From an optimization exercise on the open Yosys and OpenROAD flow, aimed at a short achievable clock period and few clock cycles; shortcuts taken in it are not production practice. Where RTL was checked, it was by simulation tests only, not by an equivalence proof against the original. No activity file was given, so power comes from the tool's default toggle rates.

// fm_codec
module fm_codec (
    input  wire        clk,
    input  wire        rst,
    input  wire        cmd_valid,
    output wire        cmd_ready,
    input  wire [15:0] cmd,
    output wire        rsp_valid,
    input  wire        rsp_ready,
    output wire [1:0]  rsp_type,
    output wire [7:0]  rsp_data
);
For scale: ~210 flip-flops, ~32 I/O pins.
clock: 15.0 ns
lec_check: 0
cap_margin: 20
core_margin: 2
core_utilization: 40
place_density: 0.6
slew_margin: 20
standard.sh (not shown) runs the stock make flow with config.mk's settings and CLKGATE_MAP_FILE= SYNTH_SCRIPT=/design/flow/synth_recipe.tcl, a recipe that flattens the netlist after the stock synthesis.
==> flow/flow/run.sh <==
#!/bin/bash
set -euo pipefail
bash standard.sh finish SETUP_SLACK_MARGIN=12.5 > standard.log 2>&1
The baseline finished clean.
Testbench counts at the start, summed over its fixed seeds: cycles 139,034.
Change:
==> flow/flow/run.sh (replaced) <==
#!/bin/bash
set -euo pipefail
bash standard.sh finish SETUP_SLACK_MARGIN=12.5 "BUFFER_PORTS_ARGS=-buffer_cell sky130_fd_sc_hd__buf_6" > standard.log 2>&1
Result: The changed run ran to the end with no violations; final cell count decreases by 1.2%; utilization falls by 0.99 points; sequential power hardly moves; routed wire length fell by 1.9%; cell area falls by about 1.9%.

## v56
Another version of the RTL of fm_codec (not shown whole).
For scale: roughly 1,200 cells after synthesis.
==> flow/design.v (excerpt) <==
module fm_codec (
    input  wire        clk,
    input  wire        rst,
    input  wire        cmd_valid,
    output wire        cmd_ready,
    input  wire [15:0] cmd,
    output wire        rsp_valid,
    input  wire        rsp_ready,
    output wire [1:0]  rsp_type,
    output wire [7:0]  rsp_data
);
Settings: LEC_CHECK=0, CAP_MARGIN=20, CORE_MARGIN=2, CORE_UTILIZATION=40, PLACE_DENSITY=0.6, SLEW_MARGIN=20; clock period 15.0 ns.
==> flow/flow/run.sh <==
#!/bin/bash
set -euo pipefail
bash standard.sh finish SETUP_SLACK_MARGIN=13.5 > standard.log 2>&1
v56: done, clean on timing, DRC and antenna
Testbench counts of v56, summed over its fixed seeds: cycles 139,034.
[inputs] v50 vs v56
- a change of CORE_UTILIZATION from 40 to 65
- a change of PLACE_DENSITY from 0.6 to 0.8
==> flow/flow/run.sh <==
#!/bin/bash
set -euo pipefail
bash standard.sh finish SETUP_SLACK_MARGIN=12.5 > standard.log 2>&1
Notes after the runs:
Diff v56 -> v50 | power | up by a few percent
Re routed wire length: v50 is 11% up on v56.
Looking at worst setup path startpoint, the r_type[1]$_DFFE_PP_ result is from v50; the r_data[7]$_DFFE_PP_ one comes from v56.
Of v50 and v56, the run reporting the lower non-clock buffer contribution to total cell area was v50.
Relative to v50, the following input files were edited for v9:
- a change of PLACE_DENSITY from 0.8 to 0.6
- a change of CORE_UTILIZATION from 65 to 40
[summary]
Diff v50 -> v9: cell area after layout up 1.2%, die boundary width increased by 27% relative to the old numbers.
Between v50 and v9, the difference in total area of sequential cells is negligible.
Against v50, power in v9 fell by a few percent.
The run showing the smaller net switching fraction of the power is v9.
Worst slack on hold paths: v9 worse than v50
Between v50 and v9, the iteration count of the initial detailed-routing pass is lower for v9.
Detailed route, v9 vs v50: via total lower for v9
Worst-case headroom to the max-slew limit on v9 is behind v50.

## the previous run
Another version of the RTL of fm_codec (not shown whole).
Size: about 1200 cells after synthesis, roughly 220 flip-flops, roughly 32 I/O pins, roughly 12000 um2 of cells after synthesis.
==> flow/design.v (excerpt) <==
module fm_codec (
    input  wire        clk,
    input  wire        rst,
    input  wire        cmd_valid,
    output wire        cmd_ready,
    input  wire [15:0] cmd,
    output wire        rsp_valid,
    input  wire        rsp_ready,
    output wire [1:0]  rsp_type,
    output wire [7:0]  rsp_data
);
clock: 15.0 ns
lec_check: 0
cap_margin: 20
core_margin: 2
core_utilization: 40
place_density: 0.6
slew_margin: 20
==> flow/flow/run.sh <==
#!/bin/bash
set -euo pipefail
bash standard.sh finish SETUP_SLACK_MARGIN=12.5 "BUFFER_PORTS_ARGS=-buffer_cell sky130_fd_sc_hd__buf_6" > standard.log 2>&1
The final layout from the previous run, which completed every stage, passed the timing, design-rule and antenna checks at the end of the flow.
Testbench counts of the previous run, summed over its fixed seeds: cycles 139,034.
Input changes introduced in the current run (baseline for comparison: the previous run):
==> flow/flow/run.sh <==
#!/bin/bash
set -euo pipefail
bash standard.sh finish SETUP_SLACK_MARGIN=12.5 > standard.log 2>&1
Results
- On met1 demand-to-capacity share in global routing: between the current run and the previous run, it ends up higher for the previous run.
- Looking only at slack of the worst reg-to-reg path, and setting everything else aside, the higher value of the current run and the previous run goes to the current run.
- Against the previous run, the current run reports a signed area change from the synthesized netlist to the final layout that is lower.
- The previous run → the current run: total power increased by 1.1% relative to the old numbers, count of clock-net buffers in the final layout dropped 8, final instance count without filler cells has decreased.
- Maximum frequency: the previous run vs the current run — no meaningful difference
- Clock skew was higher in the run labelled the current run.

P:
Another version of the RTL of fm_codec (not shown whole).
Size: ~260 flip-flops, ~32 I/O pins.
export LEC_CHECK = 0
export CAP_MARGIN = 20
export CORE_MARGIN = 2
export CORE_UTILIZATION = 40
export PLACE_DENSITY = 0.6
export SLEW_MARGIN = 20
create_clock -name core_clock -period 15.0 [get_ports {clk}]
==> flow/flow/run.sh <==
#!/bin/bash
set -euo pipefail
bash standard.sh finish SETUP_SLACK_MARGIN=12.5 > standard.log 2>&1
Relative to P, the following input files were edited for Q:
==> flow/flow/run.sh <==
#!/bin/bash
set -euo pipefail
bash standard.sh finish SETUP_SLACK_MARGIN=11 > standard.log 2>&1
Taking P as the reference point, the met1 track demand over resource of Q falls by 2.3 points. Delta (Q minus P): number of filler instances in the final layout climbed 287, register area down about 0.6%. Actual transition at the worst max-transition pin down 0.028 ns in Q wrt P. Total power of the final layout on Q is ahead of P. Relative to P, number of setup buffers added after CTS has gone down in Q.
No run of this note included a check of the RTL's function; only the layout flow was run.

Setup of run E:
Another version of the RTL of fm_codec (not shown whole).
Size in the first run: roughly 1100 cells after synthesis, about 250 flip-flops, ~13000 um^2 of cells after synthesis.
Settings: LEC_CHECK=0, ABC_CLOCK_PERIOD_IN_PS=3000, CAP_MARGIN=60, CORE_MARGIN=2, CORE_UTILIZATION=40, PLACE_DENSITY=0.6, SETUP_SLACK_MARGIN=5, SLEW_MARGIN=60; clock period 15.0 ns.
run.sh (not shown) runs the stock make flow with config.mk's settings and CLKGATE_MAP_FILE= SYNTH_SCRIPT=/design/flow/synth_recipe.tcl, a recipe that flattens the netlist after the stock synthesis.
Stock flow here: none of the scripts above is used.
Testbench counts of run E, summed over its fixed seeds: cycles 139,034.
For run D, these inputs were changed with respect to run E:
- a deleted SETUP_SLACK_MARGIN that had been 5
- a change of SLEW_MARGIN from 60 to 20
- a change of CAP_MARGIN from 60 to 20
- a deleted ABC_CLOCK_PERIOD_IN_PS that had been 3000
Notes after the runs:
Run E and run D ended up with roughly the same sequential element share of the synthesized area.
NOTE power run E->run D decreased by a few percent
[compare] base=run E new=run D: share of synthesized area spent on multiplexers saw little to no change, number of vias per cell after detailed routing saw little to no change.
Taking run E as 1.0, run D lands at 0.938 on number of non-clock buffers in the layout.
Comparing run D against run E, there is no change at all in highest fanout seen on the critical path.
Final cell area: run D below run E
STATUS switching power of the nets: run D wins against run E
Sort run E and run D by portion of total power attributed to combinational logic asc -> top: run E

-- port drivers added, routing unchanged --
The results above use ideal ports. As a check the final layouts listed here were re-extracted and re-timed, cells and wires unchanged.
Step 1 assumes that a clkbuf_16 drives the clock port and a buf_2 every other input.
Step 2 moves the port delays by t, midway between the first and last clock arrival at a register: inputs arrive t later, outputs are due t later. That takes back most of the time a late clock gives input paths.
Slacks: no drivers / after step 1 / after step 2; pairs: no drivers / after step 1.
| run | t (ns) | setup WS [ns] | worst setup path after step 2 | cell pins on the clock port's net |
|---|---|---|---|---|
| the first run of note 1 | 0.574 | 10.978 / 10.928 / 10.987 | input to register | 1 |
| the second run of note 1 | 0.577 | 10.966 / 10.919 / 10.661 | input to register | 1 |
| v56 | 0.613 | 10.933 / 10.882 / 10.820 | input to register | 1 |
| v50 | 0.609 | 10.936 / 10.890 / 10.843 | input to register | 1 |
| v9 | 0.610 | 10.924 / 10.872 / 10.871 | input to register | 1 |
| the previous run | 0.583 | 11.030 / 10.982 / 10.691 | input to register | 1 |
| the current run | 0.583 | 11.039 / 10.991 / 10.844 | input to register | 1 |
| P | 0.619 | 10.937 / 10.890 / 10.487 | input to register | 1 |
| Q | 0.601 | 10.947 / 10.898 / 10.487 | input to register | 1 |
| run E | 0.584 | 9.630 / 9.647 / 9.063 | input to register | 1 |
| run D | 0.583 | 9.669 / 9.687 / 9.104 | input to register | 1 |
After both steps every run listed still meets setup and hold. For run E, which loses most, drivers alone change the setup slack by +0.017 ns; drivers and shift together by -0.567 ns.
